Context: an optimization exercise on an open-source flow, tuned for small area, a short achievable clock period and few clock cycles per item. The choices shown serve that exercise and are no tape-out recipe. In this exercise RTL edits were held to simulation tests only and were not proved equivalent to the original.

## rev 12
==> flow/design.v (excerpt) <==
module tone_biquad (
    input  wire         clk,
    input  wire         rst,
    input  wire         cmd_valid,
    output wire         cmd_ready,
    input  wire [1:0]   cmd_op,
    input  wire [159:0] cmd_data,
    output wire         y_valid,
    input  wire         y_ready,
    output wire [31:0]  y
);
    localparam [31:0] C_03 = 32'h3E99_999A;
    function [23:0] pfx_add24;
        input [23:0] x, y;
        input        cin;
        reg   [23:0] g, p, g0, p0;
        integer l, i, j;
        begin
            g0 = x & y; p0 = x ^ y;
            g = g0; p = p0;
            g[0] = g0[0] | (p0[0] & cin);
            for (l = 0; l < 5; l = l + 1)
                for (i = 0; i < 24; i = i + 1)
                    if ((i >> l) & 1) begin
                        j = ((i >> l) << l) - 1;
                        g[i] = g[i] | (p[i] & g[j]);
                        p[i] = p[i] & p[j];
                    end
            pfx_add24 = p0 ^ {g[22:0], cin};
        end
    endfunction
    function [31:0] scl;
        input [31:0] v;
        input        k2;                
        reg   [7:0]  e;
        reg   [23:0] m, f1, f2;
        begin
            e  = v[30:23];
            m  = {|e, v[22:0]};
            f1 = pfx_add24({1'b0, m[23:1]}, 24'd0, m[0] & m[1]);
            f2 = pfx_add24({2'b00, m[23:2]}, 24'd0, m[1] & (m[0] | m[2]));
            if (&e)
                scl = v;
            else if (e > {6'd0, k2, ~k2})
                scl = {v[31], e - {6'd0, k2, ~k2}, v[22:0]};
            else if (k2 && e != 8'd2)
                scl = {v[31], 7'd0, f2};
            else
                scl = {v[31], 7'd0, f1};
        end
    endfunction
    function [31:0] dbl;
        input [31:0] v;
        begin
  ...
==> module fp32_add, before the edit <==
module fp32_add (
    input  wire        clk,
    input  wire        en,
    input  wire [31:0] a,
    input  wire [31:0] b,
    input  wire        sub,
    output reg  [31:0] y
);
    wire        sa = a[31];
    wire        sb = b[31] ^ sub;
    wire [7:0]  ea = a[30:23], eb = b[30:23];
    wire        a_nan = (&ea) & (|a[22:0]);
    wire        b_nan = (&eb) & (|b[22:0]);
    wire        a_inf = (&ea) & ~(|a[22:0]);
    wire        b_inf = (&eb) & ~(|b[22:0]);
    wire        ah = |ea, bh = |eb;
    wire [7:0]  xa = {ea[7:1], ea[0] | ~ah};
    wire [7:0]  xb = {eb[7:1], eb[0] | ~bh};
    wire [23:0] ma = {ah, a[22:0]};
    wire [23:0] mb = {bh, b[22:0]};
    wire [8:0]  dab = {1'b0, xa} - {1'b0, xb};
    wire [7:0]  dba = xb - xa;
    wire        ge  = ~dab[8];                    
    wire [23:0] mp  = ge ? ma : mb;
    wire [7:0]  xp  = ge ? xa : xb;
    wire        sp  = ge ? sa : sb;
    wire        sq  = ge ? sb : sa;
    wire        esub = sa ^ sb;
    function [26:0] align;
        input [23:0] m;
        input [7:0]  d;
        reg   [26:0] m0, ms;
        reg          lost;
        begin
            m0   = {m, 3'b000};
            ms   = m0 >> d[4:0];
            lost = |(m0 & ~(27'h7FF_FFFF << d[4:0]));
            if (|d[7:5])
                align = {26'd0, |m};
            else
                align = {ms[26:1], ms[0] | lost};
        end
    endfunction
    function [27:0] pfx_add;
        input [27:0] x, y;
        input        cin;
        reg   [27:0] g, p, g0, p0;
        integer l, i, j;
        begin
            g0 = x & y; p0 = x ^ y;
            g = g0; p = p0;
            g[0] = g0[0] | (p0[0] & cin);
            for (l = 0; l < 5; l = l + 1)
                for (i = 0; i < 28; i = i + 1)
                    if ((i >> l) & 1) begin
                        j = ((i >> l) << l) - 1;
                        g[i] = g[i] | (p[i] & g[j]);
                        p[i] = p[i] & p[j];
                    end
            pfx_add = p0 ^ {g[26:0], cin};
        end
    endfunction
    wire [26:0] aq   = ge ? align(mb, dab[7:0]) : align(ma, dba);
    wire [26:0] ap   = {mp, 3'b000};
    wire [27:0] s1   = pfx_add({1'b0, ap}, {1'b0, aq} ^ {28{esub}}, esub);
    wire [23:0] s2   = mb - ma;
    wire        neg  = esub & (xa == xb) & (mb > ma);
    wire [27:0] s    = neg ? {1'b0, s2, 3'b000} : s1;
    wire        sr   = neg ? sq : sp;
    wire        snan = a_nan | b_nan | (a_inf & b_inf & esub);
    wire        sinf = a_inf | b_inf;
    wire        sinfs = a_inf ? sa : sb;
    reg [27:0]  r_s;
    reg [7:0]   r_xp;
    reg         r_sr, r_nan, r_inf, r_infs, r_zs;
    always @(posedge clk) if (en) begin
        r_s    <= s;
        r_xp   <= xp;
        r_sr   <= sr;
        r_nan  <= snan;
        r_inf  <= sinf;
        r_infs <= sinfs;
        r_zs   <= sa & sb;
    end
    function [30:0] pfx_add31;
        input [30:0] x, y;
        input        cin;
        reg   [30:0] g, p, g0, p0;
        integer l, i, j;
        begin
            g0 = x & y; p0 = x ^ y;
            g = g0; p = p0;
            g[0] = g0[0] | (p0[0] & cin);
            for (l = 0; l < 5; l = l + 1)
                for (i = 0; i < 31; i = i + 1)
                    if ((i >> l) & 1) begin
                        j = ((i >> l) << l) - 1;
                        g[i] = g[i] | (p[i] & g[j]);
                        p[i] = p[i] & p[j];
                    end
            pfx_add31 = p0 ^ {g[29:0], cin};
        end
    endfunction
    wire [7:0]  xm1  = r_xp - 8'd1;
    wire [31:0] mk   = (xm1 < 8'd27) ? (32'h0400_0000 >> xm1[4:0]) : 32'd0;
    wire [31:0] zv   = {r_s[26:0] | mk[26:0], 5'b11111};
    function [4:0] lzc32;
        input [31:0] v;
        reg   [4:0]  n;
        reg   [31:0] t;
        begin
            t = v; n = 5'd0;
            if (t[31:16] == 16'd0) begin n[4] = 1'b1; t = {t[15:0], 16'd0}; end
            if (t[31:24] == 8'd0)  begin n[3] = 1'b1; t = {t[23:0], 8'd0};  end
            if (t[31:28] == 4'd0)  begin n[2] = 1'b1; t = {t[27:0], 4'd0};  end
            if (t[31:30] == 2'd0)  begin n[1] = 1'b1; t = {t[29:0], 2'd0};  end
            if (t[31] == 1'b0)     n[0] = 1'b1;
            lzc32 = n;
        end
    endfunction
    wire [4:0]  lsh  = lzc32(zv);
    wire [26:0] sl   = r_s[26:0] << lsh;
    wire [26:0] sn   = r_s[27] ? {r_s[27:2], r_s[1] | r_s[0]} : sl;
    wire [8:0]  en_  = r_s[27] ? ({1'b0, r_xp} + 9'd1) : ({1'b0, r_xp} - {4'd0, lsh});
    wire [7:0]  ef   = sn[26] ? en_[7:0] : 8'd0;
    wire        rup  = sn[2] & (sn[1] | sn[0] | sn[3]);
    wire [30:0] magr = pfx_add31({ef, sn[25:3]}, 31'd0, rup);
    wire [31:0] res = r_nan ? 32'h7FC0_0000 :
                      r_inf ? {r_infs, 8'hFF, 23'd0} :
                      (r_s == 28'd0) ? {r_zs, 31'd0} :
                      (en_ >= 9'd255) ? {r_sr, 8'hFF, 23'd0} :
                      {r_sr, magr};
    always @(posedge clk) if (en) y <= res;
endmodule
==> flow/config.mk <==
export PLATFORM = sky130hd
export DESIGN_NAME = tone_biquad
export DESIGN_NICKNAME = tone_biquad
export VERILOG_FILES = /design/flow/design.v
export SDC_FILE = /design/flow/constraint.sdc
export NUM_CORES = 4
export LEC_CHECK = 0
export ABC_AREA = 1
export CAP_MARGIN = 20
export CORE_MARGIN = 2
export CORE_UTILIZATION = 40
export SLEW_MARGIN = 20
==> flow/constraint.sdc <==
create_clock -name core_clock -period 17.5 [get_ports {clk}]
set_input_delay 3.5000 -clock core_clock [delete_from_list [all_inputs] [get_ports {clk}]]
set_output_delay 3.5000 -clock core_clock [all_outputs]
set_load 0.01 [all_outputs]
standard.sh (not shown) runs the stock make flow with config.mk's settings and CLKGATE_MAP_FILE= SYNTH_SCRIPT=/design/flow/synth_recipe.tcl, a recipe that flattens the netlist after the stock synthesis.
==> flow/flow/run.sh <==
#!/bin/bash
# Standard layout, with timing repair aiming at 11 ns of setup slack
# (a shorter achieved period) instead of 0. Constraints are unchanged.
set -euo pipefail
export SETUP_SLACK_MARGIN=11
bash standard.sh > standard.log 2>&1
Testbench counts of rev 12, summed over its fixed seeds: cycles 14,544, items 2,048.
[inputs] rev 13 vs rev 12
--- a/flow/design.v
+++ b/flow/design.v
@@ -1209,9 +1209,9 @@
     wire [26:0] aq   = ge ? align(mb, dab[7:0]) : align(ma, dba);
     wire [26:0] ap   = {mp, 3'b000};
     wire [27:0] s1   = pfx_add({1'b0, ap}, {1'b0, aq} ^ {28{esub}}, esub);
-    wire [23:0] s2   = mb - ma;
-    wire        neg  = esub & (xa == xb) & (mb > ma);
-    wire [27:0] s    = neg ? {1'b0, s2, 3'b000} : s1;
+    wire [24:0] s2   = {1'b0, mb} - {1'b0, ma};    
+    wire        neg  = esub & (xa == xb) & ~s2[24] & (|s2[23:0]);
+    wire [27:0] s    = neg ? {1'b0, s2[23:0], 3'b000} : s1;
     wire        sr   = neg ? sq : sp;
     wire        snan = a_nan | b_nan | (a_inf & b_inf & esub);
     wire        sinf = a_inf | b_inf;
Findings:
Going from rev 12 to rev 13, the fraction of layout instances using a drive strength above 1 was found to have gone up by 1.7 points.
Rev 12 → rev 13: synthesized netlist cell count increased by 25 relative to the old numbers; sequential cell count closely matched the old numbers.
| via count | higher: rev 13 |
Rev 13 ended up with u_mul.r1_c[27]$_DFF_P_ as its last element of the critical path; rev 12 ended up with u_mul.r1_c[31]$_DFF_P_.
On part of the cycle the worst path needs, rev 13 and rev 12 are neck and neck.
Die area across rev 13 and rev 12: no real change.
Testbench counts of rev 13, summed over its fixed seeds: cycles 14,544, items 2,048.

tone_biquad, a different RTL version from the one above (not shown whole).
Size: about 8,100 cells after synthesis, ~730 flip-flops, ~60,000 sq um of cells after synthesis.
==> module tone_biquad, before the edit <==
module tone_biquad (
    input  wire         clk,
    input  wire         rst,
    input  wire         cmd_valid,
    output wire         cmd_ready,
    input  wire [1:0]   cmd_op,
    input  wire [159:0] cmd_data,
    output wire         y_valid,
    input  wire         y_ready,
    output wire [31:0]  y
);
    localparam [31:0] C_03 = 32'h3E99_999A;
    function [23:0] pfx_add24;
        input [23:0] x, y;
        input        cin;
        reg   [23:0] g, p, g0, p0;
        integer l, i, j;
        begin
            g0 = x & y; p0 = x ^ y;
            g = g0; p = p0;
            g[0] = g0[0] | (p0[0] & cin);
            for (l = 0; l < 5; l = l + 1)
                for (i = 0; i < 24; i = i + 1)
                    if ((i >> l) & 1) begin
                        j = ((i >> l) << l) - 1;
                        g[i] = g[i] | (p[i] & g[j]);
                        p[i] = p[i] & p[j];
                    end
            pfx_add24 = p0 ^ {g[22:0], cin};
        end
    endfunction
    function [31:0] scl;
        input [31:0] v;
        input        k2;                
        reg   [7:0]  e;
        reg   [23:0] m, f1, f2;
        begin
            e  = v[30:23];
            m  = {|e, v[22:0]};
            f1 = pfx_add24({1'b0, m[23:1]}, 24'd0, m[0] & m[1]);
            f2 = pfx_add24({2'b00, m[23:2]}, 24'd0, m[1] & (m[0] | m[2]));
            if (&e)
                scl = v;
            else if (e > {6'd0, k2, ~k2})
                scl = {v[31], e - {6'd0, k2, ~k2}, v[22:0]};
            else if (k2 && e != 8'd2)
                scl = {v[31], 7'd0, f2};
            else
                scl = {v[31], 7'd0, f1};
        end
    endfunction
    function [31:0] dbl;
        input [31:0] v;
        begin
            if (&v[30:23])
                dbl = v;
            else if (v[30:23] == 8'd254)
                dbl = {v[31], 8'hFF, 23'd0};
            else if (v[30:23] == 8'd0)
                dbl = {v[31], v[29:0], 1'b0};
            else
                dbl = {v[31], v[30:23] + 8'd1, v[22:0]};
        end
    endfunction
    reg  [31:0] rS0, rS1, rS2, rS3, rG;
    always @(posedge clk) begin
        rS0 <= scl(cmd_data[31:0], 1'b1);
        rS1 <= scl(cmd_data[63:32], 1'b0);
        rS2 <= scl(cmd_data[95:64], 1'b1);
        rS3 <= cmd_data[127:96];
        rG  <= cmd_data[159:128];
    end
    reg  [6:0]  ph;             
    reg  [3:0]  v;
    reg         rdy, ex, ex_set;
    reg         yv;
    reg  [31:0] yr;
    reg  [31:0] b0, a1, a2, w1, w2, w3, xr;
    reg  [31:0] w1d;            
    wire        adv = ~(v[3] & ph[3] & yv & ~y_ready);
    wire        start = ph[6] & cmd_valid & (cmd_op == 2'd0) & ~rdy;
    wire [6:0]  ph_n = adv ? {ph[5:0], ph[6]} : ph;
    wire [3:0]  v_n  = (adv & ph[6]) ? {v[2:0], start} : v;
    assign cmd_ready = rdy;
    assign y_valid   = yv;
    assign y         = yr;
    wire [31:0] ao, mo;
    wire [31:0] aa = ph[0] ? rS0 : ph[6] ? xr : ao;
    wire [31:0] ab = ({32{ph[0]}} & rS1) |
                     ({32{ph[1] | ph[4] | ph[6]}} & mo) |
                     ({32{ph[2]}} & rS2) |
                     ({32{ph[3]}} & w1d) |
                     ({32{ph[5]}} & w3);
    wire        asub = ph[1] | ph[6];
    wire [31:0] ma = ({32{ph[0]}} & b0) |
                     ({32{ph[1]}} & C_03) |
                     ({32{ph[3]}} & a1) |
                     ({32{ph[5]}} & a2) |
                     ({32{ph[6] | ph[2] | ph[4]}} & rG);
    wire [31:0] mb = ph[1] ? rS3 : ph[5] ? w2 : (ph[3] & ~v[2]) ? w1 : ao;
    fp32_add u_add (.clk(clk), .en(adv), .a(aa), .b(ab), .sub(asub), .y(ao));
    fp32_mul u_mul (.clk(clk), .en(adv), .a(ma), .b(mb), .y(mo));
    wire        arr  = adv & v[3] & ph[3];           
    wire        take = yv & y_ready;
    always @(posedge clk) begin
        if (rst) begin
            ph <= 7'd1; v <= 4'd0;
            rdy <= 1'b0; ex <= 1'b0; ex_set <= 1'b0;
            yv <= 1'b0;
            b0 <= 32'd0; a1 <= 32'd0; a2 <= 32'd0;
            w1 <= 32'd0; w2 <= 32'd0; w1d <= 32'd0;
        end else begin
            ph <= ph_n;
            v  <= v_n;
            ex     <= ~rdy & cmd_valid & (cmd_op == 2'd1 || cmd_op == 2'd2) &
                      (v_n == 4'd0);
            ex_set <= cmd_op == 2'd1;
            rdy    <= (ph_n[5] & v_n[0]) |
                      (~rdy & cmd_valid & (cmd_op != 2'd0) &
                       ((cmd_op == 2'd3) | (v_n == 4'd0)));
            if (arr) begin
                yr <= mo; yv <= 1'b1;
            end else if (take) begin
                yv <= 1'b0;
            end
            if (ex) begin
                w1 <= 32'd0; w2 <= 32'd0; w1d <= 32'd0;
                if (ex_set) begin
                    b0 <= cmd_data[31:0]; a1 <= cmd_data[63:32]; a2 <= cmd_data[95:64];
                end
            end else if (adv & v[2] & ph[3]) begin
                w1 <= ao; w2 <= w1; w1d <= dbl(ao);
            end
        end
    end
    always @(posedge clk) begin
        if (adv & v[2] & ph[3]) w3 <= w2;
        if (adv & v[1] & ph[2]) xr <= mo;
    end
endmodule
export LEC_CHECK = 0
export ABC_AREA = 1
export CAP_MARGIN = 20
export CORE_MARGIN = 2
export CORE_UTILIZATION = 40
export SLEW_MARGIN = 20
create_clock -name core_clock -period 17.5 [get_ports {clk}]
Scripts as last shown in full above: flow/flow/run.sh
Testbench counts at the start, summed over its fixed seeds: cycles 14,544, items 2,048.
Change:
--- a/flow/design.v
+++ b/flow/design.v
@@ -1161,14 +1161,33 @@
     wire        b_inf = (&eb) & ~(|b[22:0]);
     wire        ah = |ea, bh = |eb;
     wire [7:0]  xa = {ea[7:1], ea[0] | ~ah};
     wire [7:0]  xb = {eb[7:1], eb[0] | ~bh};
     wire [23:0] ma = {ah, a[22:0]};
     wire [23:0] mb = {bh, b[22:0]};
-    wire [8:0]  dab = {1'b0, xa} - {1'b0, xb};
-    wire [7:0]  dba = xb - xa;
+    function [8:0] pfx_add9;
+        input [8:0] x, y;
+        input       cin;
+        reg   [8:0] g, p, g0, p0;
+        integer l, i, j;
+        begin
+            g0 = x & y; p0 = x ^ y;
+            g = g0; p = p0;
+            g[0] = g0[0] | (p0[0] & cin);
+            for (l = 0; l < 4; l = l + 1)
+                for (i = 0; i < 9; i = i + 1)
+                    if ((i >> l) & 1) begin
+                        j = ((i >> l) << l) - 1;
+                        g[i] = g[i] | (p[i] & g[j]);
+                        p[i] = p[i] & p[j];
+                    end
+            pfx_add9 = p0 ^ {g[7:0], cin};
+        end
+    endfunction
+    wire [8:0]  dab = pfx_add9({1'b0, xa}, {1'b1, ~xb}, 1'b1);     
+    wire [7:0]  dba = pfx_add9({1'b0, xb}, {1'b1, ~xa}, 1'b1);     
     wire        ge  = ~dab[8];                    
     wire [23:0] mp  = ge ? ma : mb;
     wire [7:0]  xp  = ge ? xa : xb;
     wire        sp  = ge ? sa : sb;
     wire        sq  = ge ? sb : sa;
     wire        esub = sa ^ sb;
@@ -1353,45 +1372,50 @@
     reg  [6:0]  ph;             
     reg  [3:0]  v;
     reg         rdy, ex, ex_set;
     reg         yv;
     reg  [31:0] yr;
     reg  [31:0] b0, a1, a2, w1, w2, w3, xr;
-    reg  [31:0] w1d;            
     wire        adv = ~(v[3] & ph[3] & yv & ~y_ready);
     wire        start = ph[6] & cmd_valid & (cmd_op == 2'd0) & ~rdy;
     wire [6:0]  ph_n = adv ? {ph[5:0], ph[6]} : ph;
     wire [3:0]  v_n  = (adv & ph[6]) ? {v[2:0], start} : v;
     assign cmd_ready = rdy;
     assign y_valid   = yv;
     assign y         = yr;
     wire [31:0] ao, mo;
+    reg  [31:0] ma_r, mb_r, ab_r;
+    reg         mb_ao;              
     wire [31:0] aa = ph[0] ? rS0 : ph[6] ? xr : ao;
-    wire [31:0] ab = ({32{ph[0]}} & rS1) |
-                     ({32{ph[1] | ph[4] | ph[6]}} & mo) |
-                     ({32{ph[2]}} & rS2) |
-                     ({32{ph[3]}} & w1d) |
-                     ({32{ph[5]}} & w3);
+    wire [31:0] ab = ph[0] ? rS1 : (ph[1] | ph[4] | ph[6]) ? mo : ab_r;
     wire        asub = ph[1] | ph[6];
-    wire [31:0] ma = ({32{ph[0]}} & b0) |
-                     ({32{ph[1]}} & C_03) |
-                     ({32{ph[3]}} & a1) |
-                     ({32{ph[5]}} & a2) |
-                     ({32{ph[6] | ph[2] | ph[4]}} & rG);
-    wire [31:0] mb = ph[1] ? rS3 : ph[5] ? w2 : (ph[3] & ~v[2]) ? w1 : ao;
+    wire [31:0] ma = ma_r;
+    wire [31:0] mb = mb_ao ? ao : mb_r;
+    always @(posedge clk) begin
+        if (adv) begin
+            ma_r <= ({32{ph_n[0]}} & b0) |
+                    ({32{ph_n[1]}} & C_03) |
+                    ({32{ph_n[3]}} & a1) |
+                    ({32{ph_n[5]}} & a2) |
+                    ({32{ph_n[6] | ph_n[2] | ph_n[4]}} & rG);
+            mb_r <= ph_n[1] ? rS3 : ph_n[5] ? w2 : w1;
+            mb_ao <= ph_n[0] | ph_n[6] | (ph_n[3] & v_n[2]);
+            ab_r <= ph_n[2] ? rS2 : ph_n[3] ? dbl(w1) : w3;
+        end
+    end
     fp32_add u_add (.clk(clk), .en(adv), .a(aa), .b(ab), .sub(asub), .y(ao));
     fp32_mul u_mul (.clk(clk), .en(adv), .a(ma), .b(mb), .y(mo));
     wire        arr  = adv & v[3] & ph[3];           
     wire        take = yv & y_ready;
     always @(posedge clk) begin
         if (rst) begin
             ph <= 7'd1; v <= 4'd0;
             rdy <= 1'b0; ex <= 1'b0; ex_set <= 1'b0;
             yv <= 1'b0;
             b0 <= 32'd0; a1 <= 32'd0; a2 <= 32'd0;
-            w1 <= 32'd0; w2 <= 32'd0; w1d <= 32'd0;
+            w1 <= 32'd0; w2 <= 32'd0;
         end else begin
             ph <= ph_n;
             v  <= v_n;
             ex     <= ~rdy & cmd_valid & (cmd_op == 2'd1 || cmd_op == 2'd2) &
                       (v_n == 4'd0);
             ex_set <= cmd_op == 2'd1;
@@ -1401,18 +1425,18 @@
             if (arr) begin
                 yr <= mo; yv <= 1'b1;
             end else if (take) begin
                 yv <= 1'b0;
             end
             if (ex) begin
-                w1 <= 32'd0; w2 <= 32'd0; w1d <= 32'd0;
+                w1 <= 32'd0; w2 <= 32'd0;
                 if (ex_set) begin
                     b0 <= cmd_data[31:0]; a1 <= cmd_data[63:32]; a2 <= cmd_data[95:64];
                 end
             end else if (adv & v[2] & ph[3]) begin
-                w1 <= ao; w2 <= w1; w1d <= dbl(ao);
+                w1 <= ao; w2 <= w1;
             end
         end
     end
     always @(posedge clk) begin
         if (adv & v[2] & ph[3]) w3 <= w2;
         if (adv & v[1] & ph[2]) xr <= mo;
What happened:
- routed wire length rose slightly
- die area rose by a few percent
- critical path depth fell by 8
- design area rose by a few percent
- final cell count rose slightly
- register-to-register slack got worse by 460 ps
- sequential share of layout area rose by 2.1 points
Testbench counts after the change, summed over its fixed seeds: cycles 14,544, items 2,048.

## separate check: timing with driven ports
No port has a modelled driver above. Below, the same layouts with a new extraction and two added sets of constraints.
Step 1 assumes that a clkbuf_16 drives the clock port and a buf_2 every other input.
Step 2 adds t to the input delays and takes it off the output delays; t is the mean of the earliest and latest rising clock arrival at the registers after step 1. Input paths then give back, and output paths get back, about the clock's delay inside the block.
Slacks: ideal / step 1 / step 2; pairs: ideal / step 1.
run | shift t [ns] | setup slack, ns | slew at the worst register clock pin (ns) | cell pins on the clock port's net
rev 12 | 0.772 | 11.075 / 11.075 / 10.533 | 0.07 / 0.07 | 1
rev 13 | 0.760 | 11.100 / 11.100 / 10.601 | 0.08 / 0.08 | 1
the first run of note 2 | 0.766 | 10.870 / 10.870 / 10.510 | 0.07 / 0.07 | 1
the second run of note 2 | 0.790 | 10.411 / 10.411 / 10.411 | 0.07 / 0.07 | 1
After both steps setup and hold are still met in every run listed. The setup slack of rev 12, which loses most, moves by 0.000 ns with the drivers and by -0.542 ns with both steps.
